This is an optimization exercise on Yosys and OpenROAD, whose aim is a short achievable clock period and few clock cycles, not a production implementation. Function was checked by simulation only, so behaviour that the tests miss may differ from the original. No driver is modelled on the clock port, so clocking that relies on it looks cheaper here than on a real chip. Power and IR drop assume default switching activity.

$ cat design/flow/run.sh
#!/bin/bash
# synth_recipe.tcl (not shown) runs the flow's synth.tcl, then flattens the netlist and writes it again
# the make line also repeats each setting of config.mk as NAME=value (left out here)
make -C /OpenROAD-flow-scripts/flow DESIGN_CONFIG=/design/flow/config.mk WORK_HOME=/design/flow/orfs CLKGATE_MAP_FILE= SYNTH_SCRIPT=/design/flow/synth_recipe.tcl finish
$ cat design/flow/config.mk
export PLATFORM = sky130hd
export DESIGN_NAME = reel_compositor
export DESIGN_NICKNAME = reel_compositor
export VERILOG_FILES = /design/flow/design.v
export SDC_FILE = /design/flow/constraint.sdc
export NUM_CORES = 4
export LEC_CHECK = 0
export CAP_MARGIN = 20
export CORE_MARGIN = 2
export CORE_UTILIZATION = 40
export PLACE_DENSITY = 0.6
export SLEW_MARGIN = 20
$ cat design/flow/constraint.sdc
create_clock -name core_clock -period 6.5 [get_ports {clk}]
set_input_delay 1.3000 -clock core_clock [delete_from_list [all_inputs] [get_ports {clk}]]
set_output_delay 1.3000 -clock core_clock [all_outputs]
set_load 0.01 [all_outputs]
$ cat design/flow/design.v
module reel_compositor (
    input  wire        clk,
    input  wire        rst,
    input  wire        gscr_we,
    input  wire [2:0]  gscr_addr,
    input  wire [7:0]  gscr_wdata,
    input  wire        start,
    output wire        busy,
    output reg  [13:0] vram_addr,
    input  wire [15:0] vram_rdata,
    output reg  [16:0] fgrom_addr,
    input  wire [63:0] fgrom_rdata,
    output reg  [18:0] reelrom_addr,
    input  wire [63:0] reelrom_rdata,
    output reg         pix_we,
    output reg  [17:0] pix_addr,
    output reg  [7:0]  pix_data
);
    reg [7:0] gscr [0:7];
    always @(posedge clk) begin
        if (gscr_we)
            gscr[gscr_addr] <= gscr_wdata;
    end
    wire [15:0] global_x       = {gscr[1], gscr[0]};
    wire [15:0] global_y       = {gscr[3], gscr[2]};
    wire [15:0] global_x_reels = {gscr[5], gscr[4]};
    wire [15:0] global_y_reels = {gscr[7], gscr[6]};
    function [63:0] rev8;
        input [63:0] v;
        integer k;
        begin
            for (k = 0; k < 8; k = k + 1)
                rev8[8*k +: 8] = v[8*(7-k) +: 8];
        end
    endfunction
    reg busy_r;
    reg go;             
    reg lastB;          
    assign busy = busy_r;
    always @(posedge clk) begin
        if (rst) begin
            busy_r <= 1'b0;
            go     <= 1'b0;
        end else begin
            go <= start && !busy_r;
            if (start && !busy_r)
                busy_r <= 1'b1;
            else if (pix_we && lastB)
                busy_r <= 1'b0;
        end
    end
    reg [15:0] vq;
    reg [63:0] rq;
    reg [63:0] fq;
    always @(posedge clk) begin
        vq <= vram_rdata;
        rq <= reelrom_rdata;
        fq <= fgrom_rdata;
    end
    reg [2:0] slot;
    reg [5:0] grp;
    reg       fvalid;       
    reg [8:0] yf;           
    reg [8:0] lineR;        
    reg [1:0] mR;           
    reg [5:0] fr;           
    reg [2:0] fpy;          
    reg [2:0] hR, hF;       
    reg [5:0] c0, c1;       
    reg [6:0] fc0, fc1;     
    reg [8:0] lineN;
    reg [8:0] fyN;
    reg [8:0] yN;
    reg [1:0] aN, mN;
    reg [8:0] HN;
    reg [9:0] fhN;
    reg [8:0] gxr8;
    reg [8:0] sy0, sy1;
    reg [16:0] fa0, fa1;
    reg       nzF0, nzF1, flipF0, flipF1;
    reg       prR0, prR1, flipR0, flipR1;
    wire [7:0] sel_byte = lineN[0] ? vq[15:8] : vq[7:0];
    wire       line_end = (slot == 3'd7) && (grp == 6'd63);
    always @(posedge clk) begin
        if (go) begin
            slot   <= 3'd6;
            grp    <= 6'd60;
            fvalid <= 1'b0;
            lineN  <= global_y_reels[8:0] + 9'd8;
            fyN    <= global_y[8:0];
            yN     <= 9'd0;
            gxr8   <= global_x_reels[8:0] + 9'd8;
        end else begin
            slot <= slot + 3'd1;
            if (slot == 3'd7)
                grp <= grp + 6'd1;
            if (line_end) begin
                fvalid <= (yN != 9'd288);
                yf     <= yN;
                lineR  <= lineN;
                mR     <= mN;
                fr     <= fyN[8:3];
                fpy    <= fyN[2:0];
                hR     <= HN[2:0];
                hF     <= fhN[2:0];
                c0     <= HN[8:3];
                c1     <= HN[8:3] + {5'd0, |HN[2:0]};
                fc0    <= fhN[9:3];
                fc1    <= fhN[9:3] + {6'd0, |fhN[2:0]};
                lineN  <= lineN + 9'd1;
                fyN    <= fyN + 9'd1;
                yN     <= yN + 9'd1;
            end else if (slot == 3'd7) begin
                c0  <= c0 + 6'd1;
                c1  <= c1 + 6'd1;
                fc0 <= fc0 + 7'd1;
                fc1 <= fc1 + 7'd1;
            end
        end
        case (slot)
            3'd0: vram_addr <= {6'h30, mR, c0};
            3'd1: vram_addr <= {6'h30, mR, c1};
            3'd2: vram_addr <= {1'b0, fr, fc0};
            3'd3: vram_addr <= {1'b0, fr, fc1};
            3'd4: vram_addr <= {2'b10, mR, sy0[8:5], c0};
            3'd5: vram_addr <= {2'b10, mR, sy1[8:5], c1};
            3'd6: vram_addr <= (grp == 6'd61) ? {6'h32, aN, yN[8:3]}
                                              : {6'h33, lineN[8:1]};
            3'd7: vram_addr <= {8'hC4, fyN[8:3]};
        endcase
        if (slot == 3'd3)
            sy0 <= lineR + vq[8:0];
        if (slot == 3'd4)
            sy1 <= lineR + vq[8:0];
        if (slot == 3'd5) begin
            fa0    <= {vq[13:0], fpy ^ {3{vq[14]}}};
            nzF0   <= |vq[13:0];
            flipF0 <= vq[15];
        end
        if (slot == 3'd6) begin
            fa1    <= {vq[13:0], fpy ^ {3{vq[14]}}};
            nzF1   <= |vq[13:0];
            flipF1 <= vq[15];
        end
        if (slot == 3'd7) begin
            reelrom_addr <= {vq[13:0], sy0[4:0]};
            prR0         <= vq[14];
            flipR0       <= vq[15];
            fgrom_addr   <= fa0;
        end
        if (slot == 3'd0) begin
            reelrom_addr <= {vq[13:0], sy1[4:0]};
            prR1         <= vq[14];
            flipR1       <= vq[15];
            fgrom_addr   <= fa1;
        end
        if (slot == 3'd1 && grp == 6'd61) begin
            aN <= sel_byte[1:0];
            mN <= (sel_byte[1:0] > sel_byte[3:2]) ? sel_byte[1:0] : sel_byte[3:2];
        end
        if (slot == 3'd2 && grp == 6'd61)
            fhN <= global_x[9:0] + vq[9:0];
        if (slot == 3'd1 && grp == 6'd62)
            HN <= gxr8 + vq[8:0];
    end
    reg [63:0]  capR, capF;
    reg [119:0] srR, srF;        
    reg [14:0]  prS, nzS;        
    reg        t1_v, t1_last;
    reg [8:0]  t1_y;
    reg [5:0]  t1_g;
    reg [2:0]  t1_hR, t1_hF;
    reg        o_v, o_last;
    reg [8:0]  o_y;
    reg [5:0]  o_g;
    reg [2:0]  o_hR, o_hF;
    reg        vA, lastA;
    reg [8:0]  yA, xA;
    reg [7:0]  rpenA, fpenA;
    reg        prA, nzA;
    wire [2:0] pix_i = slot ^ 3'd4;
    always @(posedge clk) begin
        if (slot == 3'd2) begin
            capR <= flipR0 ? rev8(rq) : rq;
            capF <= flipF0 ? rev8(fq) : fq;
        end
        if (slot == 3'd3) begin
            srR <= {(flipR1 ? rev8(rq) : rq), capR} ;
            srF <= {(flipF1 ? rev8(fq) : fq), capF} ;
            prS <= {{7{prR1}}, {8{prR0}}};
            nzS <= {{7{nzF1}}, {8{nzF0}}};
            t1_v    <= fvalid;
            t1_last <= (yf == 9'd287) && (grp == 6'd63);
            t1_y    <= yf;
            t1_g    <= grp;
            t1_hR   <= hR;
            t1_hF   <= hF;
            o_v     <= t1_v;
            o_last  <= t1_last;
            o_y     <= t1_y;
            o_g     <= t1_g;
            o_hR    <= t1_hR;
            o_hF    <= t1_hF;
        end else begin
            srR <= {8'd0, srR[119:8]};
            srF <= {8'd0, srF[119:8]};
            prS <= {1'b0, prS[14:1]};
            nzS <= {1'b0, nzS[14:1]};
        end
        rpenA <= srR[8*o_hR +: 8];
        fpenA <= srF[8*o_hF +: 8];
        prA   <= prS[o_hR];
        nzA   <= nzS[o_hF];
        vA    <= o_v;
        lastA <= o_last && (pix_i == 3'd7);
        yA    <= o_y;
        xA    <= {o_g, pix_i};
        pix_addr <= {yA, xA};
        pix_data <= (prA || !(nzA && (fpenA != 8'd0))) ? rpenA : fpenA;
        lastB    <= lastA;
        if (go) begin
            t1_v <= 1'b0;
            o_v  <= 1'b0;
            vA   <= 1'b0;
        end
    end
    always @(posedge clk) begin
        if (rst)
            pix_we <= 1'b0;
        else
            pix_we <= vA && busy_r && !go;
    end
endmodule
==> results of run 1 <==
==> registers in the layout, summed over array words and instances, names as in the netlist, 10 cells and up <==
signal,flops
vq,16
capF,64
fa1,17
prS,15
srF,120
fa0,17
capR,64
gscr,37
fgrom_addr,17
fhN,10
fq,64
reelrom_addr,19
rq,64
pix_addr,18
nzS,15
vram_addr,14
srR,120
==> cells in the mapped netlist (all sizes together), types with 13 or more instances <==
master and instances:
dfxtp 517, edfxtp 416, clkbuf 63, xnor2 46, mux4 36, inv 54
and3 13, o21ai 68, mux2i 125, buf 37, nand3 38, nand2 79
nor2 148, nor2b 21, a21oi 121, ha 51, mux2 312, xor2 41
==> power by group through the flow <==
stage	Sequential (W)	Combinational (W)	Clock (W)
2_1_floorplan	0.00841	0.00233	0
3_3_place_gp	0.00859	0.00333	0
3_5_place_dp	0.00864	0.00341	0
4_1_cts	0.00852	0.00343	0.00582
5_1_grt	0.00865	0.00371	0.00606
6_report	0.00849	0.00335	0.00566
==> metrics by stage <==
stage                     total power (W)  cell area (µm²)  hold WS (ns)  utilization (%)
after CTS                         0.01778            40360        0.3018            48.46
final                             0.01751            40370        0.3102            48.47
after global routing              0.01843            40370        0.3216            48.47
after global placement            0.01193            37020        0.3111            44.44
after floorplan                   0.01073            33530        0.3096                -
after detailed placement          0.01204            37020        0.3121            44.45
==> per-layer routing <==
layer | track usage, % | vias to the layer above | part of all wire (%)
li1 | - | 8851 | -
met1 | 19.14 | 8959 | 41
met2 | 28.89 | 361 | 52
met3 | 3.169 | 140 | 4.2
met4 | 5.749 | 4 | 3.1
met5 | 0 | - | 0.034
==> cell type report <==
type / instances / area (µm²)
fill: 7125 / 42920
sequential: 933 / 22840
multi-input combinational: 1206 / 10120
clock buffer: 130 / 2788
timing repair buffer: 254 / 2520
tap: 1080 / 1351
clock inverter: 54 / 550.5
inverter: 54 / 202.7
==> logic make-up (layout without fill, tap and decap cells) <==
family / count (synthesis) / after routing / synth area share, %
buffers and inverters: 154 / 492 / 1.832
adders and majority gates: 54 / 54 / 2.082
xor gates and xnor gates: 87 / 87 / 2.272
and+or+nand+nor: 355 / 355 / 4.959
muxes: 473 / 473 / 16.63
AOI/OAI and AO/OA: 237 / 237 / 4.108
DFF: 933 / 933 / 68.12
==> worst max-delay path, delay by kind of cell, from the launching register on <==
family	cells	cell delay, ns
buffers and inverters	3	1.57
adders and majority gates	1	0.28
DFF	1	0.35
and+or+nand+nor	1	0.31
==> final timing paths <==
check / endpoint / start / slack [ns] / cells after the start
hold reg to reg: lastB$_DFF_P_ / lastA$_DFF_P_ / 0.31 / 0
hold / removal: lastB$_DFF_P_ / lastA$_DFF_P_ / 0.31 / 0
setup reg to reg: capR[16]$_DFFE_PP_ / slot[0]$_SDFF_PP0_ / 3.40 / 5
setup / recovery: capR[16]$_DFFE_PP_ / slot[0]$_SDFF_PP0_ / 3.40 / 5
==> placed cells by master (no fill, tap or decap), types with 5 or more instances in the layout <==
cell type and count:
sky130_fd_sc_hd__nand3_1 38, sky130_fd_sc_hd__nor3_1 8, sky130_fd_sc_hd__mux2i_1 125, sky130_fd_sc_hd__buf_4 15, sky130_fd_sc_hd__clkdlybuf4s50_1 236, sky130_fd_sc_hd__nand2_1 77
sky130_fd_sc_hd__o21bai_1 7, sky130_fd_sc_hd__xor2_1 41, sky130_fd_sc_hd__ha_1 50, sky130_fd_sc_hd__inv_1 54, sky130_fd_sc_hd__nor2b_1 18, sky130_fd_sc_hd__mux4_2 36
sky130_fd_sc_hd__a21oi_1 121, sky130_fd_sc_hd__bufinv_16 8, sky130_fd_sc_hd__mux2_2 312, sky130_fd_sc_hd__a222oi_1 7, sky130_fd_sc_hd__nand2b_1 9, sky130_fd_sc_hd__clkbuf_8 8
sky130_fd_sc_hd__or2_2 6, sky130_fd_sc_hd__edfxtp_1 416, sky130_fd_sc_hd__o2111ai_1 6, sky130_fd_sc_hd__dfxtp_1 516, sky130_fd_sc_hd__clkinv_1 8, sky130_fd_sc_hd__nand4_1 8
sky130_fd_sc_hd__xnor2_1 46, sky130_fd_sc_hd__clkbuf_16 104, sky130_fd_sc_hd__clkbuf_1 16, sky130_fd_sc_hd__and3_1 13, sky130_fd_sc_hd__nor2_1 147, sky130_fd_sc_hd__clkinv_4 6
sky130_fd_sc_hd__inv_6 5, sky130_fd_sc_hd__o21ai_0 68, sky130_fd_sc_hd__clkinv_2 18, sky130_fd_sc_hd__nor4_1 5
==> impl_metrics.json, run 1 <==
{
  "path_common_cell": "sky130_fd_sc_hd__buf_4",
  "wl_per_cell_um": 18.85,
  "p_int_w": 0.01292,
  "comb_power_share_pct": 19.2,
  "seq_power_share_pct": 48.5,
  "drt_first_pass_iters": 5,
  "drv.max_cap_violation_count": 0,
  "grt_max_degree": 233,
  "top_level_i_o_count": 237,
  "wirelength_um": 69940,
  "critical_path_required_ns": 6.75,
  "syn_area_per_cell_um2": 14.62,
  "pwr_density_cell_nw_per_um2": 433.7,
  "endpoint_kind": "flip-flop",
  "finalNonFillerCells": 3711,
  "drcViolationCount": 0,
  "floorplan.core_area_um2": 83290,
  "yosysUniqueCellTypes": 57,
  "pre_cts_slack_ns": 3.376,
  "synth_largest_area_cell": "sky130_fd_sc_hd__edfxtp_1",
  "detail_route.vias_per_cell": 4.935,
  "grt_first_pass_wirelength_um": 107100,
  "max_slew.worst_pin.slew_ns": 1.169,
  "width_of_the_die_um": 293.5,
  "finalNetCount": 2761,
  "power.clock.fraction_pct": 32.3,
  "grt_util_all_layers_pct": 16.11,
  "report.final.hold_viol_count": 0,
  "total_number_of_h_tree_levels": 3,
  "clock_insertion_delay_worst_skew_ns": 0.64,
  "fin_skew_ns": 0.02494,
  "path_class_of_the_lowest_slack_min_delay_path": "flip-flop to flip-flop",
  "synth-edff-count": 416,
  "timing.slew.headroom_pct": 22.07,
  "clock-root-buffer": "sky130_fd_sc_hd__clkbuf_16",
  "cts_num_sinks": 933,
  "numPlacedInstances": 3526,
  "antenna_violations_before_repair": 5,
  "die_area_um2": 86160,
  "grt_pass1_vias": 18961,
  "post-dp-hpwl_um": 46570,
  "synth_top_cells_by_area": "sky130_fd_sc_hd__edfxtp_1 (37%), sky130_fd_sc_hd__dfxtp_1 (31%), sky130_fd_sc_hd__mux2_2 (10%)",
  "p_sw_w": 0.004589,
  "peakVddDrop_uv": 243.7,
  "rsz0062_at_grt": "false",
  "worstPathCellList": "inv_1 > ha_1 > nor2b_4 > buf_4 > buf_4",
  "num_antenna_cells": 0,
  "primary_flip_flop_cell_chosen_by_synthesis_mapping": "sky130_fd_sc_hd__dfxtp_1",
  "cts_resized": 0,
  "drt_iter0_markers": 1070,
  "synth_top_area_share_pct": 37.25,
  "cts_tree": "built",
  "postRouteAntennaNets": 0,
  "synth_cells": 2293,
  "setup.worst_path.class": "flip-flop to flip-flop",
  "tritoncts.num_buffers": 99,
  "placementRows": 106,
  "layout_setup_ws_ns": 3.395,
  "grt_remaining_overflow": 0,
  "critical_path.slowest_cell": "sky130_fd_sc_hd__buf_4",
  "postCtsSetupRepairBufs": 0,
  "postCtsHoldBufs": 0,
  "clk_path_buf_depth": 3,
  "floorplan.initialDensity_pct": 40.26,
  "synth_async_sr_flop_share_pct": 0,
  "setup_violations": 0,
  "worst_setup_path_start_kind": "flip-flop",
  "ys_seq_area_share_pct": 68.12,
  "fmax_mhz": 322.1,
  "swShare_pct": 26.21,
  "slowest_delay_ns": 0.79,
  "status": "finished clean",
  "synthesis.nets": 2506,
  "clk_transition_reported_paths_ns": 0.06,
  "route.vias.total": 18315,
  "synth-seq-cells": 933,
  "worstPathArrival_ns": 3.35,
  "timing_max_transition_violations_final": 0,
  "worstPathMaxFanout": 66,
  "setup_tns_ns": 0,
  "final_min_period_over_clock_period_pct": 47.77,
  "buffer_ports.inserted": 236,
  "synthToLayoutAreaGrowth_pct": 20.40,
  "final_period_minus_worst_setup_slack_ns": 3.105,
  "layout-drive-gt1-share_pct": 20.87,
  "netlist_area_um2": 33530,
  "dieHeight_um": 293.5,
  "gp_routability_congestion": 0.8516,
  "power.static_leakage_nw": 14.97,
  "yosysWarningCount": 1
}
Testbench counts, summed over its fixed seeds: cycles 589,992.
==> run 2, diff against run 1 <==
--- a/design/flow/config.mk
+++ b/design/flow/config.mk
@@ -5,8 +5,11 @@
 export SDC_FILE = /design/flow/constraint.sdc
 export NUM_CORES = 4
 export LEC_CHECK = 0
+export ABC_CLOCK_PERIOD_IN_PS = 2000
 export CAP_MARGIN = 20
 export CORE_MARGIN = 2
 export CORE_UTILIZATION = 40
 export PLACE_DENSITY = 0.6
+export SETUP_SLACK_MARGIN = 4.5
 export SLEW_MARGIN = 20
+export TNS_END_PERCENT = 100
==> run 2 against run 1 <==
Against the previous run: cell count up 1.4%; via count rose by 1.9%; critical path type is now flip-flop to primary output; global-route usage is 0.65 points higher; synthesized cell count is the same.
==> impl_metrics.json, run 2 <==
{
  "max_slew.worst_pin.slew_ns": 1.071,
  "synth_largest_area_cell": "sky130_fd_sc_hd__edfxtp_1",
  "path_class_of_the_lowest_slack_min_delay_path": "flip-flop to flip-flop",
  "worst_setup_path_start_kind": "flip-flop",
  "final_common_cell": "sky130_fd_sc_hd__dfxtp_1",
  "synth_cells": 2293,
  "timing_max_transition_violations_final": 0,
  "slowest_delay_ns": 0.39,
  "pwr_density_cell_nw_per_um2": 430.9,
  "critical_path_required_ns": 5.20,
  "synth_top_cells_by_area": "sky130_fd_sc_hd__edfxtp_1 (37%), sky130_fd_sc_hd__dfxtp_1 (31%), sky130_fd_sc_hd__mux2_2 (10%)",
  "floorplan.initialDensity_pct": 40.26,
  "finalNetCount": 2809,
  "placementRows": 106,
  "path_delay_family": "flip-flops",
  "most_frequently_used_cell_type_in_the_post_synthesis_netlist": "sky130_fd_sc_hd__dfxtp_1",
  "wl_per_cell_um": 19.59,
  "yosysWarningCount": 1,
  "multi_input_area_um2": 10470,
  "die_area_um2": 86160,
  "synthToLayoutAreaGrowth_pct": 22.68,
  "layout-drive-gt1-share_pct": 28.11,
  "peakVddDrop_uv": 220.6,
  "total_number_of_h_tree_levels": 3,
  "fin_util_pct": 49.39,
  "power.total_w": 0.01772,
  "clk_path_buf_depth": 3,
  "worstPathCellList": "buf_2",
  "ys_top_cells_by_count": "sky130_fd_sc_hd__dfxtp_1 (517), sky130_fd_sc_hd__edfxtp_1 (416), sky130_fd_sc_hd__mux2_2 (312)",
  "synth-edff-count": 416,
  "worstPathMaxFanout": 1,
  "num_antenna_cells": 0,
  "drt_first_pass_iters": 6,
  "route.vias.total": 18661,
  "clock-root-buffer": "sky130_fd_sc_hd__clkbuf_16",
  "synthesis.nets": 2506,
  "syn_area_per_cell_um2": 14.62,
  "grt_util_all_layers_pct": 16.76,
  "power.static_leakage_nw": 15.37,
  "drv.max_cap_violation_count": 0,
  "primary_flip_flop_cell_chosen_by_synthesis_mapping": "sky130_fd_sc_hd__dfxtp_1",
  "yosysUniqueCellTypes": 57,
  "top_level_i_o_count": 237,
  "postRouteAntennaNets": 0,
  "cts_tree": "built",
  "worstPathArrival_ns": 1.20,
  "critical_path.slowest_cell": "sky130_fd_sc_hd__edfxtp_1",
  "ys_seq_area_share_pct": 68.12,
  "detail_route.vias_per_cell": 4.960,
  "reg.largest.list": "srF: 120 flops, srR: 120 flops",
  "floorplan.core_area_um2": 83290,
  "tritoncts.num_buffers": 99,
  "wirelength_um": 73710,
  "report.final.hold_viol_count": 0,
  "clk_transition_reported_paths_ns": 0.06,
  "clock_insertion_delay_worst_skew_ns": 0.66,
  "netlist_area_um2": 33530,
  "timing.critical_path.buf_inv": 1,
  "synth_async_sr_flop_share_pct": 0,
  "antenna_violations_before_repair": 2,
  "status": "finished clean",
  "final_min_period_over_clock_period_pct": 38.52,
  "setup_tns_ns": 0,
  "final_period_minus_worst_setup_slack_ns": 2.504,
  "setup.worst_path.class": "flip-flop to primary output",
  "final.fill_count": 7050,
  "width_of_the_die_um": 293.5,
  "grt_first_pass_wirelength_um": 110300,
  "sequential_cell_area_um2": 22910,
  "buffer_ports.inserted": 236,
  "timing.slew.headroom_pct": 28.61,
  "drcViolationCount": 0,
  "endpoint_kind": "primary output",
  "fin_skew_ns": 0.02095,
  "grt_max_degree": 110,
  "setup_violations": 0,
  "layout_common_cells": "sky130_fd_sc_hd__dfxtp_1 (481), sky130_fd_sc_hd__edfxtp_1 (416), sky130_fd_sc_hd__mux2_2 (312)",
  "fmax_mhz": 399.4,
  "postCtsHoldBufs": 0,
  "synth-seq-cells": 933,
  "dieHeight_um": 293.5,
  "grt_pass1_vias": 19171,
  "grt_remaining_overflow": 0,
  "gp_routability_congestion": 0.8371,
  "rsz0062_at_grt": "true",
  "drt_iter0_markers": 1057,
  "synth_top_area_share_pct": 37.25,
  "post-dp-hpwl_um": 46200,
  "cts_num_sinks": 933
}
==> run 2: final timing paths <==
| path | start | end | slack (ns) | depth (start not counted) |
|---|---|---|---|---|
| max | fgrom_addr[2]$_DFFE_PP_ | fgrom_addr[2] | 4.00 | 1 |
| min | yA[1]$_DFF_P_ | pix_addr[10]$_DFF_P_ | 0.32 | 0 |
| max reg2reg | vq[0]$_DFF_P_ | sy0[8]$_DFFE_PP_ | 4.40 | 7 |
| min reg2reg | yA[1]$_DFF_P_ | pix_addr[10]$_DFF_P_ | 0.32 | 0 |
==> run 2: kinds of logic (layout without fill, tap and decap cells) <==
family,after synthesis,count (layout),synth area share [%]
buffers and inverters,154,539,1.832
DFF,933,933,68.12
adders and majority gates,54,54,2.082
xor gates and xnor gates,87,87,2.272
AOI/OAI and AO/OA,237,237,4.108
and+or+nand+nor,355,359,4.959
muxes,473,473,16.63
==> run 2: final cells by class <==
| cell class | instances | share of cell area, % |
|---|---|---|
| tap | 1080 | 3.285 |
| inverter | 54 | 0.5201 |
| multi-input combinational | 1210 | 25.44 |
| clock inverter | 52 | 1.156 |
| sequential | 933 | 55.68 |
| timing repair buffer | 298 | 6.947 |
| clock buffer | 135 | 6.971 |
==> run 2: per-layer routing <==
layer / part of all wire, % / routed length, µm / GRT usage, % / vias up
li1: - / - / - / 8943
met1: 41 / 30000 / 19.48 / 9189
met2: 51 / 37950 / 30.29 / 367
met3: 3.9 / 2878 / 2.965 / 158
met4: 3.9 / 2854 / 7.118 / 4
met5: 0.027 / 20 / 0 / -
==> run 2: where the power goes <==
group / switching [W] / internal (W) / leakage [nW] / total, W
clock: 0.00233 / 0.00332 / 1.62 / 0.00565
combinational: 0.00178 / 0.00183 / 5.60 / 0.00361
sequential: 0.000666 / 0.00780 / 8.15 / 0.00847
==> run 2: repair_timing <==
| action | CTS | global route |
|---|---|---|
| pin swaps | 23 | 22 |
| resized for setup | 398 | 46 |
| buffers inserted | 29 | 14 |
| cloned | 6 | 2 |
| setup endpoints to repair | 732 | 334 |
==> run 2: through the flow <==
step	hold slack (ns)	std cells	setup WS, ns	area [µm²]
after floorplan	0.3096	2293	4.339	33860
after global placement	0.3131	3524	3.422	37140
after detailed placement	0.3132	3524	3.345	37140
after CTS	0.3259	3746	3.949	40790
after global routing	0.3295	3762	3.940	41140
final	0.3237	3762	3.996	41140
==> run 3, diff against run 2 <==
--- a/design/flow/design.v
+++ b/design/flow/design.v
@@ -50,13 +50,8 @@
         end
     end
     reg [15:0] vq;
-    reg [63:0] rq;
-    reg [63:0] fq;
-    always @(posedge clk) begin
+    always @(posedge clk)
         vq <= vram_rdata;
-        rq <= reelrom_rdata;
-        fq <= fgrom_rdata;
-    end
     reg [2:0] slot;
     reg [5:0] grp;
     reg       fvalid;       
@@ -142,17 +137,15 @@
             nzF1   <= |vq[13:0];
             flipF1 <= vq[15];
         end
+        reelrom_addr <= {vq[13:0], (slot == 3'd7) ? sy0[4:0] : sy1[4:0]};
+        fgrom_addr   <= (slot == 3'd7) ? fa0 : fa1;
         if (slot == 3'd7) begin
-            reelrom_addr <= {vq[13:0], sy0[4:0]};
-            prR0         <= vq[14];
-            flipR0       <= vq[15];
-            fgrom_addr   <= fa0;
+            prR0   <= vq[14];
+            flipR0 <= vq[15];
         end
         if (slot == 3'd0) begin
-            reelrom_addr <= {vq[13:0], sy1[4:0]};
-            prR1         <= vq[14];
-            flipR1       <= vq[15];
-            fgrom_addr   <= fa1;
+            prR1   <= vq[14];
+            flipR1 <= vq[15];
         end
         if (slot == 3'd1 && grp == 6'd61) begin
             aN <= sel_byte[1:0];
@@ -178,15 +171,15 @@
     reg [8:0]  yA, xA;
     reg [7:0]  rpenA, fpenA;
     reg        prA, nzA;
-    wire [2:0] pix_i = slot ^ 3'd4;
-    always @(posedge clk) begin
+    wire [2:0] pix_i = slot + 3'd5;
+    always @(posedge clk) begin
+        if (slot == 3'd1) begin
+            capR <= flipR0 ? rev8(reelrom_rdata) : reelrom_rdata;
+            capF <= flipF0 ? rev8(fgrom_rdata) : fgrom_rdata;
+        end
         if (slot == 3'd2) begin
-            capR <= flipR0 ? rev8(rq) : rq;
-            capF <= flipF0 ? rev8(fq) : fq;
-        end
-        if (slot == 3'd3) begin
-            srR <= {(flipR1 ? rev8(rq) : rq), capR} ;
-            srF <= {(flipF1 ? rev8(fq) : fq), capF} ;
+            srR <= {(flipR1 ? rev8(reelrom_rdata) : reelrom_rdata), capR};
+            srF <= {(flipF1 ? rev8(fgrom_rdata) : fgrom_rdata), capF};
             prS <= {{7{prR1}}, {8{prR0}}};
             nzS <= {{7{nzF1}}, {8{nzF0}}};
             t1_v    <= fvalid;
--- a/design/flow/config.mk
+++ b/design/flow/config.mk
@@ -8,8 +8,8 @@
 export ABC_CLOCK_PERIOD_IN_PS = 2000
 export CAP_MARGIN = 20
 export CORE_MARGIN = 2
-export CORE_UTILIZATION = 40
-export PLACE_DENSITY = 0.6
+export CORE_UTILIZATION = 60
+export PLACE_DENSITY = 0.7
 export SETUP_SLACK_MARGIN = 4.5
 export SLEW_MARGIN = 20
 export TNS_END_PERCENT = 100
==> run 3 against run 2 <==
Against the previous run: clock power shrank 18%; largest cell class unchanged; total power shrank 13%; sequential share of layout area shrank 2.1 points; combinational power shrank 3%; worst setup slack gained 0.12 ns; core utilization grew 25 points; highest routed layer is now met4; synthesized area shrank 8.4%; hold slack lost 0.0036 ns; maximum frequency grew 4.8%; synthesized cell count grew 6.1%; critical path type unchanged; via count grew 2.7%.
==> impl_metrics.json, run 3 <==
{
  "wl_per_cell_um": 20.70,
  "synth.area.mux_share_pct": 13.76,
  "layout-drive-gt1-share_pct": 22.82,
  "grt_max_degree": 104,
  "reg.largest.list": "srF: 120 flops, srR: 120 flops",
  "timing_max_transition_violations_final": 0,
  "clk_transition_reported_paths_ns": 0.06,
  "synth-seq-cells": 805,
  "synth-edff-count": 380,
  "setup_tns_ns": 0,
  "yosysWarningCount": 1,
  "synth-adder-area-share_pct": 2.273,
  "primary_flip_flop_cell_chosen_by_synthesis_mapping": "sky130_fd_sc_hd__dfxtp_1",
  "slowest_delay_ns": 0.36,
  "width_of_the_die_um": 230.3,
  "report.final.hold_viol_count": 0,
  "post-dp-hpwl_um": 44690,
  "floorplan.initialDensity_pct": 60.98,
  "most_frequently_used_cell_type_in_the_post_synthesis_netlist": "sky130_fd_sc_hd__nand2_1",
  "clock_insertion_delay_worst_skew_ns": 0.62,
  "postRouteAntennaNets": 0,
  "die_area_um2": 53020,
  "power.static_leakage_nw": 14.71,
  "setup_violations": 0,
  "grt_first_pass_wirelength_um": 108800,
  "gp_routability_congestion": 0.8557,
  "setup.worst_path.class": "flip-flop to primary output",
  "synth-xor-area-share_pct": 2.452,
  "layout_common_cells": "sky130_fd_sc_hd__nand2_1 (601), sky130_fd_sc_hd__edfxtp_1 (380), sky130_fd_sc_hd__dfxtp_1 (356)",
  "placementRows": 82,
  "worstPathMaxFanout": 1,
  "floorplan.core_area_um2": 50380,
  "wirelength_um": 71240,
  "final_period_minus_worst_setup_slack_ns": 2.388,
  "fin_skew_ns": 0.02332,
  "clk_path_buf_depth": 3,
  "worstPathCellList": "buf_6",
  "peakVddDrop_uv": 283.3,
  "drv.max_cap_violation_count": 0,
  "synth_largest_area_cell": "sky130_fd_sc_hd__edfxtp_1",
  "netlist_area_um2": 30720,
  "detail_route.vias_per_cell": 5.569,
  "synth-compound-area-share_pct": 3.939,
  "drt_iter0_markers": 1278,
  "synth_async_sr_flop_share_pct": 0,
  "buffer_ports.inserted": 236,
  "final_min_period_over_clock_period_pct": 36.74,
  "yosysUniqueCellTypes": 64,
  "status": "finished clean",
  "synth_top_area_share_pct": 37.15,
  "synth_top_cells_by_area": "sky130_fd_sc_hd__edfxtp_1 (37%), sky130_fd_sc_hd__dfxtp_1 (28%), sky130_fd_sc_hd__nand2_1 (7.4%)",
  "numPlacedInstances": 3246,
  "final_instance_area_um2": 37410,
  "syn_area_per_cell_um2": 12.62,
  "synth_top_family_by_area": "multiplexers",
  "grt_remaining_overflow": 0,
  "total_number_of_h_tree_levels": 3,
  "postCtsHoldBufs": 0,
  "fmax_mhz": 418.7,
  "route.vias.total": 19170,
  "drt_first_pass_iters": 6,
  "cts_tree": "built",
  "max_slew.worst_pin.slew_ns": 1.021,
  "grt_util_all_layers_pct": 26.66,
  "rsz0062_at_grt": "true",
  "dieHeight_um": 230.3,
  "antenna_violations_before_repair": 0,
  "synth_simple_gate_area_share_pct": 10.83,
  "drcViolationCount": 0,
  "path_class_of_the_lowest_slack_min_delay_path": "flip-flop to flip-flop",
  "endpoint_kind": "primary output",
  "path_delay_family": "flip-flops",
  "critical_path.slowest_cell": "sky130_fd_sc_hd__dfxtp_4",
  "ys_top_cells_by_count": "sky130_fd_sc_hd__nand2_1 (605), sky130_fd_sc_hd__dfxtp_1 (425), sky130_fd_sc_hd__edfxtp_1 (380)",
  "timing.critical_path.buf_inv": 1,
  "dpl-instance-area_um2": 33720,
  "top_level_i_o_count": 237,
  "ys_seq_area_share_pct": 64.85,
  "finalNonFillerCells": 3442,
  "final_common_cell": "sky130_fd_sc_hd__nand2_1",
  "finalNetCount": 2916,
  "clock-root-buffer": "sky130_fd_sc_hd__clkbuf_16",
  "synthesis.nets": 2647,
  "worstPathArrival_ns": 1.09,
  "timing.slew.headroom_pct": 31.93,
  "pwr_density_cell_nw_per_um2": 412.3,
  "worst_setup_path_start_kind": "flip-flop",
  "synthToLayoutAreaGrowth_pct": 21.78,
  "cts_num_sinks": 805,
  "tritoncts.num_buffers": 81,
  "synth_cells": 2434,
  "timing.hold.ws_ns": 0.3201,
  "grt_pass1_vias": 19184,
  "num_antenna_cells": 0,
  "critical_path_required_ns": 5.20
}
==> run 3: cell count changes after synthesis, moves of 6 or more <==
cell	previous run	this run
sky130_fd_sc_hd__a21oi_1	121	27
sky130_fd_sc_hd__mux2_4	0	6
sky130_fd_sc_hd__clkbuf_1	61	45
sky130_fd_sc_hd__edfxtp_1	416	380
sky130_fd_sc_hd__mux2_2	312	184
sky130_fd_sc_hd__o21ai_0	68	133
sky130_fd_sc_hd__buf_2	18	54
sky130_fd_sc_hd__dfxtp_1	517	425
sky130_fd_sc_hd__o21bai_1	7	1
sky130_fd_sc_hd__nor2b_1	21	6
sky130_fd_sc_hd__nand2_1	77	605
sky130_fd_sc_hd__a221o_1	2	8
sky130_fd_sc_hd__nor2_1	147	66
sky130_fd_sc_hd__inv_1	54	19
==> run 3: layout make-up <==
cell class | count | area, µm²
clock inverters | 28 | 221.5
fillers | 3334 | 12970
clock buffers | 122 | 2440
repair inverters | 1 | 8.758
inverters | 20 | 101.3
multi-input cells | 1498 | 10640
flip-flops and latches | 805 | 20030
well taps | 672 | 840.8
repair buffers | 296 | 3123
==> run 3: what timing repair did <==
item / 4_1_cts / 5_1_grt
gates resized for setup: 469 / 68
setup endpoints to repair: 635 / 410
buffers inserted: 24 / 9
cloned: 10 / 3
endpoints found under the hold margin: 0 / 0
pin swaps: 17 / 23
==> run 3: path summary, 6_finish.rpt <==
path / startpoint / endpoint / slack, ns / depth (start not counted)
worst min-delay path: lastA$_DFF_P_ / lastB$_DFF_P_ / 0.32 / 0
worst max-delay path: vram_addr[9]$_DFF_P_ / vram_addr[9] / 4.11 / 1
worst min register to register: lastA$_DFF_P_ / lastB$_DFF_P_ / 0.32 / 0
worst max register to register: vq[0]$_DFF_P_ / sy1[8]$_DFFE_PN_ / 4.39 / 7
==> run 3: power breakdown <==
part	switching, W	internal [W]	total, W
logic	0.00185	0.00164	0.00349
registers	0.000592	0.00674	0.00733
clock network	0.00189	0.00272	0.00461
==> run 3: logic make-up after synthesis <==
family,after synthesis
compound gates,206
xor+xnor,86
fa+ha+maj,54
buf+inv,135
flops,805
mux,351
simple gates,797
==> run 3: routing by layer <==
| metal | track usage (%) | up-vias | wire length, µm |
|---|---|---|---|
| met5 | 0 | - | 0 |
| met4 | 8.246 | 0 | 1848 |
| met3 | 4.030 | 137 | 2847 |
| met2 | 47.50 | 442 | 36980 |
| met1 | 33.51 | 9470 | 29570 |
| li1 | - | 9121 | - |
==> run 3: metrics by stage <==
step | worst slack, ns | utilization [%] | power, W
floorplan | 2.922 | - | 0.009408
global placement | 3.226 | 66.95 | 0.01046
detailed placement | 3.056 | 66.95 | 0.01058
CTS | 4.074 | 73.40 | 0.01541
global route | 4.072 | 74.26 | 0.01616
finish | 4.112 | 74.26 | 0.01543
Testbench counts of run 3, summed over its fixed seeds: cycles 589,988.
==> run 4, diff against run 3 <==
==> design/flow/flow/run.sh (new file) <==
#!/bin/bash
set -euo pipefail
export CTS_ARGS="-sink_clustering_enable -repair_clock_nets -sink_clustering_size 25 -sink_clustering_max_diameter 100"
export POST_CTS_TCL="$PWD/flow/post_cts.tcl"
bash standard.sh > standard_flow.log 2>&1
==> design/flow/flow/post_cts.tcl (new file) <==
set block [ord::get_db_block]
set root [$block findInst clkbuf_0_clk]
if {$root != "NULL"} {
  set in_net [[$root findITerm A] getNet]
  set out_net [[$root findITerm X] getNet]
  set sinks {}
  foreach it [$out_net getITerms] {
    if {[$it getInst] != $root} { lappend sinks $it }
  }
  puts "post_cts: root buffer feeds [llength $sinks] pins"
  if {[llength $sinks] <= 4} {
    foreach it $sinks { $it disconnect }
    [$root findITerm A] disconnect
    [$root findITerm X] disconnect
    odb::dbInst_destroy $root
    odb::dbNet_destroy $out_net
    foreach it $sinks { $it connect $in_net }
    puts "post_cts: removed root buffer"
    estimate_parasitics -placement
    report_clock_latency
    repair_timing_helper
    detailed_placement
    check_placement -verbose
  }
}
==> design/flow/standard.sh (new file) <==
#!/bin/bash
# synth_recipe.tcl (not shown) runs the flow's synth.tcl, then flattens the netlist and writes it again
# the make line also repeats each setting of config.mk as NAME=value (left out here)
make -C /OpenROAD-flow-scripts/flow DESIGN_CONFIG=/design/flow/config.mk WORK_HOME=/design/flow/orfs CLKGATE_MAP_FILE= SYNTH_SCRIPT=/design/flow/synth_recipe.tcl "${@:-finish}"
removed: design/flow/run.sh
==> run 4 against run 3 <==
Against the previous run: still clean on timing, DRC and antenna; global-route usage down 0.87 points; maximum frequency rose by 8.7%; die area is the same; combinational power hardly changed; core utilization shrank 3.3 points; critical path depth stayed put; sequential cell count stayed put; total power decreased by 13%.
==> impl_metrics.json, run 4 <==
{
  "status": "finished clean",
  "synth_top_area_share_pct": 37.15,
  "final.fill_count": 3516,
  "layout-drive-gt1-share_pct": 20.30,
  "report.final.hold_viol_count": 0,
  "placementRows": 82,
  "peakVddDrop_uv": 351.2,
  "dpl-instance-area_um2": 33720,
  "max_slew.worst_pin.slew_ns": 1.037,
  "clock_insertion_delay_worst_skew_ns": 0.40,
  "synthToLayoutAreaGrowth_pct": 16.44,
  "primary_flip_flop_cell_chosen_by_synthesis_mapping": "sky130_fd_sc_hd__dfxtp_1",
  "post-dp-hpwl_um": 44690,
  "ys_top_cells_by_count": "sky130_fd_sc_hd__nand2_1 (605), sky130_fd_sc_hd__dfxtp_1 (425), sky130_fd_sc_hd__edfxtp_1 (380)",
  "final_common_cell": "sky130_fd_sc_hd__nand2_1",
  "worst-path-stages": 1,
  "floorplan.initialDensity_pct": 60.98,
  "critical_path_required_ns": 5.20,
  "grt_max_degree": 104,
  "timing.critical_path.buf_inv": 1,
  "timing_max_transition_violations_final": 0,
  "reg.largest.list": "srF: 120 flops, srR: 120 flops",
  "rsz0062_at_grt": "true",
  "layout_common_cells": "sky130_fd_sc_hd__nand2_1 (603), sky130_fd_sc_hd__edfxtp_1 (380), sky130_fd_sc_hd__dfxtp_1 (357)",
  "fin_util_pct": 71.00,
  "grt_remaining_overflow": 0,
  "final_min_period_over_clock_period_pct": 33.79,
  "synth_cells": 2434,
  "drt_iter0_markers": 1160,
  "width_of_the_die_um": 230.3,
  "route.vias.total": 18585,
  "synth-edff-count": 380,
  "floorplan.core_area_um2": 50380,
  "cts_num_sinks": 805,
  "dieHeight_um": 230.3,
  "path_class_of_the_lowest_slack_min_delay_path": "flip-flop to flip-flop",
  "grt.met2_usage_pct": 45.22,
  "final_period_minus_worst_setup_slack_ns": 2.196,
  "gp_routability_congestion": 0.8557,
  "power.static_leakage_nw": 13.91,
  "worstPathMaxFanout": 1,
  "setup.worst_path.class": "flip-flop to primary output",
  "postRouteAntennaNets": 0,
  "path_delay_family": "flip-flops",
  "pre_cts_slack_ns": 3.056,
  "synth-seq-cells": 805,
  "wirelength_um": 69010,
  "worstPathArrival_ns": 0.90,
  "grt_util_all_layers_pct": 25.79,
  "drcViolationCount": 0,
  "grt_first_pass_wirelength_um": 105200,
  "slowest_delay_ns": 0.38,
  "grt.met3_usage_pct": 3.249,
  "synthesis.nets": 2647,
  "synth_async_sr_flop_share_pct": 0,
  "syn_area_per_cell_um2": 12.62,
  "fmax_mhz": 455.3,
  "endpoint_kind": "primary output",
  "cts_tree": "built",
  "wl_per_cell_um": 20.56,
  "buffer_ports.inserted": 236,
  "finalNetCount": 2871,
  "most_frequently_used_cell_type_in_the_post_synthesis_netlist": "sky130_fd_sc_hd__nand2_1",
  "grt_pass1_vias": 18651,
  "die_area_um2": 53020,
  "timing.slew.headroom_pct": 30.88,
  "top_level_i_o_count": 237,
  "worst_setup_path_start_kind": "flip-flop",
  "detail_route.vias_per_cell": 5.536,
  "final_instance_area_um2": 35770,
  "setup_tns_ns": 0,
  "synth_largest_area_cell": "sky130_fd_sc_hd__edfxtp_1",
  "sequential_cell_area_um2": 20030,
  "layout_setup_ws_ns": 4.304,
  "setup_violations": 0,
  "worst_r2r_path_depth": 5,
  "netlist_area_um2": 30720,
  "antenna_violations_before_repair": 1,
  "worstPathCellList": "buf_6",
  "synth_top_cells_by_area": "sky130_fd_sc_hd__edfxtp_1 (37%), sky130_fd_sc_hd__dfxtp_1 (28%), sky130_fd_sc_hd__nand2_1 (7.4%)",
  "num_antenna_cells": 0,
  "yosysWarningCount": 1,
  "critical_path.slowest_cell": "sky130_fd_sc_hd__dfxtp_2",
  "drt_first_pass_iters": 7,
  "grt.busiest_layer": "met2",
  "power.total_w": 0.01340,
  "yosysUniqueCellTypes": 64,
  "drv.max_cap_violation_count": 0,
  "use_met1_pct": 32.62,
  "worst_hold_path.num_cells": 0,
  "clk_transition_reported_paths_ns": 0.10,
  "fin_skew_ns": 0.02446,
  "ys_seq_area_share_pct": 64.85,
  "pwr_density_cell_nw_per_um2": 374.5,
  "multi_input_area_um2": 10630
}
-- run 4: cell type report --
type	count	share of cell area [%]
inverter	20	0.2624
sequential	805	56.00
clock buffer	64	2.932
timing repair buffer	295	8.613
multi-input combinational	1497	29.71
tap	672	2.351
clock inverter	2	0.08046
timing repair inverter	2	0.04898
-- run 4: final timing paths --
| check | start | endpoint | slack [ns] |
|---|---|---|---|
| max | vram_addr[10]$_DFF_P_ | vram_addr[10] | 4.30 |
| min | xA[1]$_DFF_P_ | pix_addr[1]$_DFF_P_ | 0.33 |
| max reg2reg | vq[5]$_DFF_P_ | HN[8]$_DFFE_PP_ | 4.37 |
| min reg2reg | xA[1]$_DFF_P_ | pix_addr[1]$_DFF_P_ | 0.33 |
-- run 4: metal layers --
metal | routed length, µm | share of wire [%]
met1 | 28670 | 42
met2 | 35070 | 51
met3 | 2733 | 4.0
met4 | 2526 | 3.7
met5 | 13 | 0.019
-- run 4: per-stage QoR --
step	instances	hold slack, ns
5_1_grt	3357	0.3349
6_report	3357	0.3306
3_3_place_gp	3246	0.3104
2_1_floorplan	2434	0.3096
3_5_place_dp	3246	0.3121
-- run 4: power by group --
group | leakage (nW) | total [W] | switching [W] | internal (W)
registers | 7.01 | 0.00732 | 0.000588 | 0.00673
clock network | 0.513 | 0.00262 | 0.00150 | 0.00113
logic | 6.39 | 0.00346 | 0.00183 | 0.00163
total | 13.9 | 0.0134 | 0.00392 | 0.00948
-- run 4: logic make-up (layout without fill, tap and decap cells) --
family	Yosys count	count (layout)	synth area share, %
AOI/OAI and AO/OA	206	206	3.939
muxes	351	351	13.76
adders and majority gates	54	54	2.273
buffers and inverters	135	383	1.902
and+or+nand+nor	797	800	10.83
xor gates and xnor gates	86	86	2.452
DFF	805	805	64.85
==> run 5, diff against run 4 <==
--- a/design/flow/design.v
+++ b/design/flow/design.v
@@ -52,8 +52,9 @@
     reg [15:0] vq;
     always @(posedge clk)
         vq <= vram_rdata;
-    reg [2:0] slot;
+    reg [7:0] ph;           
     reg [5:0] grp;
+    reg       g60, g61, g62, g63;    
     reg       fvalid;       
     reg [8:0] yf;           
     reg [8:0] lineR;        
@@ -67,28 +68,46 @@
     reg [8:0] fyN;
     reg [8:0] yN;
     reg [1:0] aN, mN;
+    reg [5:0] hlo;          
+    reg [3:0] hhi;
     reg [8:0] HN;
+    reg [5:0] flo;          
+    reg [4:0] fhi;
     reg [9:0] fhN;
+    reg [5:0] c1N;
+    reg [6:0] fc1N;
     reg [8:0] gxr8;
-    reg [8:0] sy0, sy1;
+    reg [5:0] s0lo, s1lo;   
+    reg [3:0] s0hi, s1hi;   
     reg [16:0] fa0, fa1;
     reg       nzF0, nzF1, flipF0, flipF1;
     reg       prR0, prR1, flipR0, flipR1;
     wire [7:0] sel_byte = lineN[0] ? vq[15:8] : vq[7:0];
-    wire       line_end = (slot == 3'd7) && (grp == 6'd63);
+    wire       line_end = ph[7] && g63;
+    wire [3:0] r0 = lineR[8:5] + s0hi + {3'd0, s0lo[5]};
+    wire [3:0] r1 = lineR[8:5] + s1hi + {3'd0, s1lo[5]};
     always @(posedge clk) begin
         if (go) begin
-            slot   <= 3'd6;
+            ph     <= 8'b0100_0000;
             grp    <= 6'd60;
+            g60    <= 1'b1;
+            g61    <= 1'b0;
+            g62    <= 1'b0;
+            g63    <= 1'b0;
             fvalid <= 1'b0;
             lineN  <= global_y_reels[8:0] + 9'd8;
             fyN    <= global_y[8:0];
             yN     <= 9'd0;
             gxr8   <= global_x_reels[8:0] + 9'd8;
         end else begin
-            slot <= slot + 3'd1;
-            if (slot == 3'd7)
+            ph <= {ph[6:0], ph[7]};
+            if (ph[7]) begin
                 grp <= grp + 6'd1;
+                g60 <= (grp == 6'd59);
+                g61 <= (grp == 6'd60);
+                g62 <= (grp == 6'd61);
+                g63 <= (grp == 6'd62);
+            end
             if (line_end) begin
                 fvalid <= (yN != 9'd288);
                 yf     <= yN;
@@ -99,62 +118,76 @@
                 hR     <= HN[2:0];
                 hF     <= fhN[2:0];
                 c0     <= HN[8:3];
-                c1     <= HN[8:3] + {5'd0, |HN[2:0]};
+                c1     <= c1N;
                 fc0    <= fhN[9:3];
-                fc1    <= fhN[9:3] + {6'd0, |fhN[2:0]};
+                fc1    <= fc1N;
                 lineN  <= lineN + 9'd1;
                 fyN    <= fyN + 9'd1;
                 yN     <= yN + 9'd1;
-            end else if (slot == 3'd7) begin
+            end else if (ph[7]) begin
                 c0  <= c0 + 6'd1;
                 c1  <= c1 + 6'd1;
                 fc0 <= fc0 + 7'd1;
                 fc1 <= fc1 + 7'd1;
             end
         end
-        case (slot)
-            3'd0: vram_addr <= {6'h30, mR, c0};
-            3'd1: vram_addr <= {6'h30, mR, c1};
-            3'd2: vram_addr <= {1'b0, fr, fc0};
-            3'd3: vram_addr <= {1'b0, fr, fc1};
-            3'd4: vram_addr <= {2'b10, mR, sy0[8:5], c0};
-            3'd5: vram_addr <= {2'b10, mR, sy1[8:5], c1};
-            3'd6: vram_addr <= (grp == 6'd61) ? {6'h32, aN, yN[8:3]}
-                                              : {6'h33, lineN[8:1]};
-            3'd7: vram_addr <= {8'hC4, fyN[8:3]};
-        endcase
-        if (slot == 3'd3)
-            sy0 <= lineR + vq[8:0];
-        if (slot == 3'd4)
-            sy1 <= lineR + vq[8:0];
-        if (slot == 3'd5) begin
+        vram_addr <= ({14{ph[0]}} & {6'h30, mR, c0})
+                   | ({14{ph[1]}} & {6'h30, mR, c1})
+                   | ({14{ph[2]}} & {1'b0, fr, fc0})
+                   | ({14{ph[3]}} & {1'b0, fr, fc1})
+                   | ({14{ph[4]}} & {2'b10, mR, r0, c0})
+                   | ({14{ph[5]}} & {2'b10, mR, r1, c1})
+                   | ({14{ph[6]}} & (g61 ? {6'h32, aN, yN[8:3]}
+                                         : {6'h33, lineN[8:1]}))
+                   | ({14{ph[7]}} & {8'hC4, fyN[8:3]});
+        if (ph[3]) begin
+            s0lo <= {1'b0, lineR[4:0]} + {1'b0, vq[4:0]};
+            s0hi <= vq[8:5];
+        end
+        if (ph[4]) begin
+            s1lo <= {1'b0, lineR[4:0]} + {1'b0, vq[4:0]};
+            s1hi <= vq[8:5];
+        end
+        if (ph[5]) begin
             fa0    <= {vq[13:0], fpy ^ {3{vq[14]}}};
             nzF0   <= |vq[13:0];
             flipF0 <= vq[15];
         end
-        if (slot == 3'd6) begin
+        if (ph[6]) begin
             fa1    <= {vq[13:0], fpy ^ {3{vq[14]}}};
             nzF1   <= |vq[13:0];
             flipF1 <= vq[15];
         end
-        reelrom_addr <= {vq[13:0], (slot == 3'd7) ? sy0[4:0] : sy1[4:0]};
-        fgrom_addr   <= (slot == 3'd7) ? fa0 : fa1;
-        if (slot == 3'd7) begin
+        reelrom_addr <= {vq[13:0], ph[7] ? s0lo[4:0] : s1lo[4:0]};
+        fgrom_addr   <= ph[7] ? fa0 : fa1;
+        if (ph[7]) begin
             prR0   <= vq[14];
             flipR0 <= vq[15];
         end
-        if (slot == 3'd0) begin
+        if (ph[0]) begin
             prR1   <= vq[14];
             flipR1 <= vq[15];
         end
-        if (slot == 3'd1 && grp == 6'd61) begin
+        if (ph[1] && g61) begin
             aN <= sel_byte[1:0];
             mN <= (sel_byte[1:0] > sel_byte[3:2]) ? sel_byte[1:0] : sel_byte[3:2];
         end
-        if (slot == 3'd2 && grp == 6'd61)
-            fhN <= global_x[9:0] + vq[9:0];
-        if (slot == 3'd1 && grp == 6'd62)
-            HN <= gxr8 + vq[8:0];
+        if (ph[2] && g61) begin
+            flo <= {1'b0, global_x[4:0]} + {1'b0, vq[4:0]};
+            fhi <= vq[9:5];
+        end
+        if (ph[3] && g61)
+            fhN <= {global_x[9:5] + fhi + {4'd0, flo[5]}, flo[4:0]};
+        if (ph[1] && g62) begin
+            hlo <= {1'b0, gxr8[4:0]} + {1'b0, vq[4:0]};
+            hhi <= vq[8:5];
+        end
+        if (ph[2] && g62)
+            HN <= {gxr8[8:5] + hhi + {3'd0, hlo[5]}, hlo[4:0]};
+        if (ph[0] && g63) begin
+            c1N  <= HN[8:3] + {5'd0, |HN[2:0]};
+            fc1N <= fhN[9:3] + {6'd0, |fhN[2:0]};
+        end
     end
     reg [63:0]  capR, capF;
     reg [119:0] srR, srF;        
@@ -167,23 +200,23 @@
     reg [8:0]  o_y;
     reg [5:0]  o_g;
     reg [2:0]  o_hR, o_hF;
+    reg [2:0]  pix_i;            
     reg        vA, lastA;
     reg [8:0]  yA, xA;
     reg [7:0]  rpenA, fpenA;
     reg        prA, nzA;
-    wire [2:0] pix_i = slot + 3'd5;
-    always @(posedge clk) begin
-        if (slot == 3'd1) begin
+    always @(posedge clk) begin
+        if (ph[1]) begin
             capR <= flipR0 ? rev8(reelrom_rdata) : reelrom_rdata;
             capF <= flipF0 ? rev8(fgrom_rdata) : fgrom_rdata;
         end
-        if (slot == 3'd2) begin
+        if (ph[2]) begin
             srR <= {(flipR1 ? rev8(reelrom_rdata) : reelrom_rdata), capR};
             srF <= {(flipF1 ? rev8(fgrom_rdata) : fgrom_rdata), capF};
             prS <= {{7{prR1}}, {8{prR0}}};
             nzS <= {{7{nzF1}}, {8{nzF0}}};
             t1_v    <= fvalid;
-            t1_last <= (yf == 9'd287) && (grp == 6'd63);
+            t1_last <= (yf == 9'd287) && g63;
             t1_y    <= yf;
             t1_g    <= grp;
             t1_hR   <= hR;
@@ -200,6 +233,7 @@
             prS <= {1'b0, prS[14:1]};
             nzS <= {1'b0, nzS[14:1]};
         end
+        pix_i <= go ? 3'd3 : pix_i + 3'd1;
         rpenA <= srR[8*o_hR +: 8];
         fpenA <= srF[8*o_hF +: 8];
         prA   <= prS[o_hR];
==> run 5 against run 4 <==
Against the previous run: synthesized area is 4.5% higher; core utilization is 1.8 points lower; via count is 6.6% lower; non-clock buffer count is 29 lower; clock skew is 0.0045 ns higher; critical path type unchanged; critical endpoint is now vram_addr[9]; highest routed layer is now met4.
==> impl_metrics.json, run 5 <==
{
  "pwr_density_cell_nw_per_um2": 302.7,
  "fin_skew_ns": 0.02896,
  "pre_cts_slack_ns": 3.585,
  "layout_common_cells": "sky130_fd_sc_hd__edfxtp_1 (416), sky130_fd_sc_hd__dfxtp_1 (377), sky130_fd_sc_hd__mux2_2 (319)",
  "path_delay_family": "flip-flops",
  "drv.max_cap_violation_count": 0,
  "endpoint_kind": "primary output",
  "drcViolationCount": 0,
  "worstPathCellList": "buf_2",
  "post-dp-hpwl_um": 41640,
  "timing_max_transition_violations_final": 0,
  "worst_setup_path_start_kind": "flip-flop",
  "width_of_the_die_um": 235.3,
  "drt_first_pass_iters": 7,
  "postRouteAntennaNets": 0,
  "max_slew.worst_pin.slew_ns": 1.018,
  "timing.slew.headroom_pct": 32.11,
  "cts_num_sinks": 852,
  "grt_util_all_layers_pct": 22.70,
  "grt_pass1_vias": 17664,
  "path_class_of_the_lowest_slack_min_delay_path": "flip-flop to flip-flop",
  "antenna_violations_before_repair": 1,
  "synth-edff-count": 416,
  "sequential_cell_area_um2": 21300,
  "setup_tns_ns": 0,
  "synth_top_family_by_area": "multiplexers",
  "synthToLayoutAreaGrowth_pct": 13.76,
  "cts_tree": "built",
  "power.clock.fraction_pct": 25.2,
  "synth_largest_area_cell": "sky130_fd_sc_hd__edfxtp_1",
  "ys_seq_area_share_pct": 66.13,
  "final_min_period_over_clock_period_pct": 33.34,
  "gp_routability_congestion": 0.8135,
  "placementRows": 84,
  "clk_transition_reported_paths_ns": 0.10,
  "synth-compound-area-share_pct": 4.074,
  "worstPathMaxFanout": 1,
  "grt_max_degree": 112,
  "power.static_leakage_nw": 13.68,
  "final_common_cell": "sky130_fd_sc_hd__edfxtp_1",
  "layout-drive-gt1-share_pct": 22.64,
  "p_int_w": 0.008461,
  "floorplan.initialDensity_pct": 60.82,
  "peakVddDrop_uv": 255.9,
  "finalNonFillerCells": 3127,
  "synth-xor-area-share_pct": 2.265,
  "timing.critical_path.buf_inv": 1,
  "floorplan.core_area_um2": 52760,
  "drt_iter0_markers": 1153,
  "primary_flip_flop_cell_chosen_by_synthesis_mapping": "sky130_fd_sc_hd__dfxtp_1",
  "synth_cells": 2200,
  "synth-adder-area-share_pct": 2.519,
  "netlist_area_um2": 32090,
  "detail_route.vias_per_cell": 5.549,
  "comb_power_share_pct": 13.7,
  "reg.largest.list": "srF: 120 flops, srR: 120 flops",
  "final.fill_count": 3731,
  "dieHeight_um": 235.3,
  "synth_simple_gate_area_share_pct": 4.761,
  "setup.worst_path.class": "flip-flop to primary output",
  "synthesis.nets": 2417,
  "p_sw_w": 0.002591,
  "final_period_minus_worst_setup_slack_ns": 2.167,
  "worstPathArrival_ns": 0.87,
  "status": "finished clean",
  "synth_async_sr_flop_share_pct": 0,
  "fmax_mhz": 461.4,
  "route.vias.total": 17353,
  "numPlacedInstances": 3034,
  "finalNetCount": 2623,
  "layout_setup_ws_ns": 4.333,
  "critical_path_required_ns": 5.20,
  "ys_top_cells_by_count": "sky130_fd_sc_hd__dfxtp_1 (436), sky130_fd_sc_hd__edfxtp_1 (416), sky130_fd_sc_hd__mux2_2 (319)",
  "synth-seq-cells": 852,
  "synth.area.mux_share_pct": 17.82,
  "grt_first_pass_wirelength_um": 98370,
  "report.final.hold_viol_count": 0,
  "die_area_um2": 55350,
  "setup_violations": 0,
  "yosysUniqueCellTypes": 50,
  "slowest_delay_ns": 0.32,
  "multi_input_area_um2": 10190,
  "swShare_pct": 23.44,
  "clock_insertion_delay_worst_skew_ns": 0.41,
  "synth_top_area_share_pct": 38.93,
  "buffer_ports.inserted": 236,
  "rsz0062_at_grt": "true",
  "synth_top_cells_by_area": "sky130_fd_sc_hd__edfxtp_1 (39%), sky130_fd_sc_hd__dfxtp_1 (27%), sky130_fd_sc_hd__mux2_2 (11%)",
  "top_level_i_o_count": 237,
  "grt_remaining_overflow": 0,
  "syn_area_per_cell_um2": 14.59,
  "most_frequently_used_cell_type_in_the_post_synthesis_netlist": "sky130_fd_sc_hd__dfxtp_1",
  "seq_power_share_pct": 61.1,
  "critical_path.slowest_cell": "sky130_fd_sc_hd__dfxtp_2",
  "wirelength_um": 64090,
  "yosysWarningCount": 1,
  "wl_per_cell_um": 20.50
}
-- run 5: area by class of cell --
cell class	instances	share of cell area (%)
Inverter	73	0.7711
Multi-Input combinational cell	1173	27.90
Tap cell	688	2.358
Clock buffer	70	3.109
Timing Repair inverter	1	0.02056
Sequential cell	852	58.34
Timing Repair Buffer	266	7.379
Clock inverter	3	0.1131
Antenna cell	1	0.006854
-- run 5: cells by family (layout without fill, tap and decap cells) --
kind of cell / Yosys count / count (layout)
flip-flops: 852 / 852
buffers and inverters: 176 / 413
XOR/XNOR: 83 / 83
AO/OA/AOI/OAI: 232 / 232
AND/OR/NAND/NOR: 326 / 327
multiplexers: 473 / 473
other: 0 / 1
adder cells (fa/ha/maj): 58 / 58
-- run 5: power by group through the flow --
stage / Combinational, W / Clock, W / Sequential, W
2_1_floorplan: 0.000971 / 0 / 0.00675
3_3_place_gp: 0.00146 / 0 / 0.00685
3_5_place_dp: 0.00150 / 0 / 0.00687
5_1_grt: 0.00166 / 0.00303 / 0.00682
6_report: 0.00151 / 0.00279 / 0.00675
-- run 5: worst paths after layout --
kind                                           start  cells after the start                   end  slack [ns]
worst max-delay path            vram_addr[9]$_DFF_P_                      1          vram_addr[9]        4.33
worst min-delay path                   yA[5]$_DFF_P_                      0  pix_addr[14]$_DFF_P_        0.32
worst max register to register      ph[7]$_SDFF_PP0_                      4       c0[1]$_DFFE_PP_        4.61
worst min register to register         yA[5]$_DFF_P_                      0  pix_addr[14]$_DFF_P_        0.32
-- run 5: routing by layer --
| metal | wire length [µm] | up-vias | part of all wire (%) | track usage, % |
|---|---|---|---|---|
| met5 | 0 | - | 0 | 0 |
| met1 | 26720 | 8540 | 42 | 28.27 |
| met3 | 2421 | 87 | 3.8 | 2.873 |
| li1 | - | 8386 | - | - |
| met2 | 33460 | 340 | 52 | 41.83 |
| met4 | 1491 | 0 | 2.3 | 5.887 |
-- run 5: per-stage QoR --
stage / utilization (%) / hold WS, ns / instance area (µm²) / total power (W)
floorplan: - / 0.3096 / 32170 / 0.007722
global placement: 66.33 / 0.3123 / 35000 / 0.008306
detailed placement: 66.33 / 0.3121 / 35000 / 0.008364
global route: 69.19 / 0.3288 / 36510 / 0.01151
finish: 69.19 / 0.3247 / 36510 / 0.01105
Testbench counts of run 5, summed over its fixed seeds: cycles 589,988.

==> static timing again, ports no longer ideal <==
The results above use ideal ports. As a check the final layouts listed here were re-extracted and re-timed, cells and wires unchanged.
Step 1 (the two cells are an assumption about what drives the block):
set clk [get_ports {clk}]
set_driving_cell -lib_cell sky130_fd_sc_hd__clkbuf_16 $clk
set_driving_cell -lib_cell sky130_fd_sc_hd__buf_2 [delete_from_list [all_inputs] $clk]
Step 2 moves the port delays by t, midway between the first and last clock arrival at a register: inputs arrive t later, outputs are due t later. That takes back most of the time a late clock gives input paths.
Slacks: ideal / step 1 / step 2; pairs: ideal / step 1.
run | t, ns | slack for setup (ns) | slew at the worst register clock pin (ns)
run 1 | 0.690 | 3.395 / 3.395 / 3.395 | 0.07 / 0.07
run 2 | 0.710 | 3.996 / 3.931 / 3.847 | 0.07 / 0.07
run 3 | 0.670 | 4.112 / 4.050 / 4.006 | 0.07 / 0.07
run 4 | 0.511 | 4.304 / 4.180 / 4.047 | 0.10 / 0.10
run 5 | 0.520 | 4.333 / 4.211 / 4.070 | 0.10 / 0.10
After both steps every run listed still meets setup and hold. For run 5, which loses most, drivers alone change the setup slack by -0.122 ns; drivers and shift together by -0.263 ns.
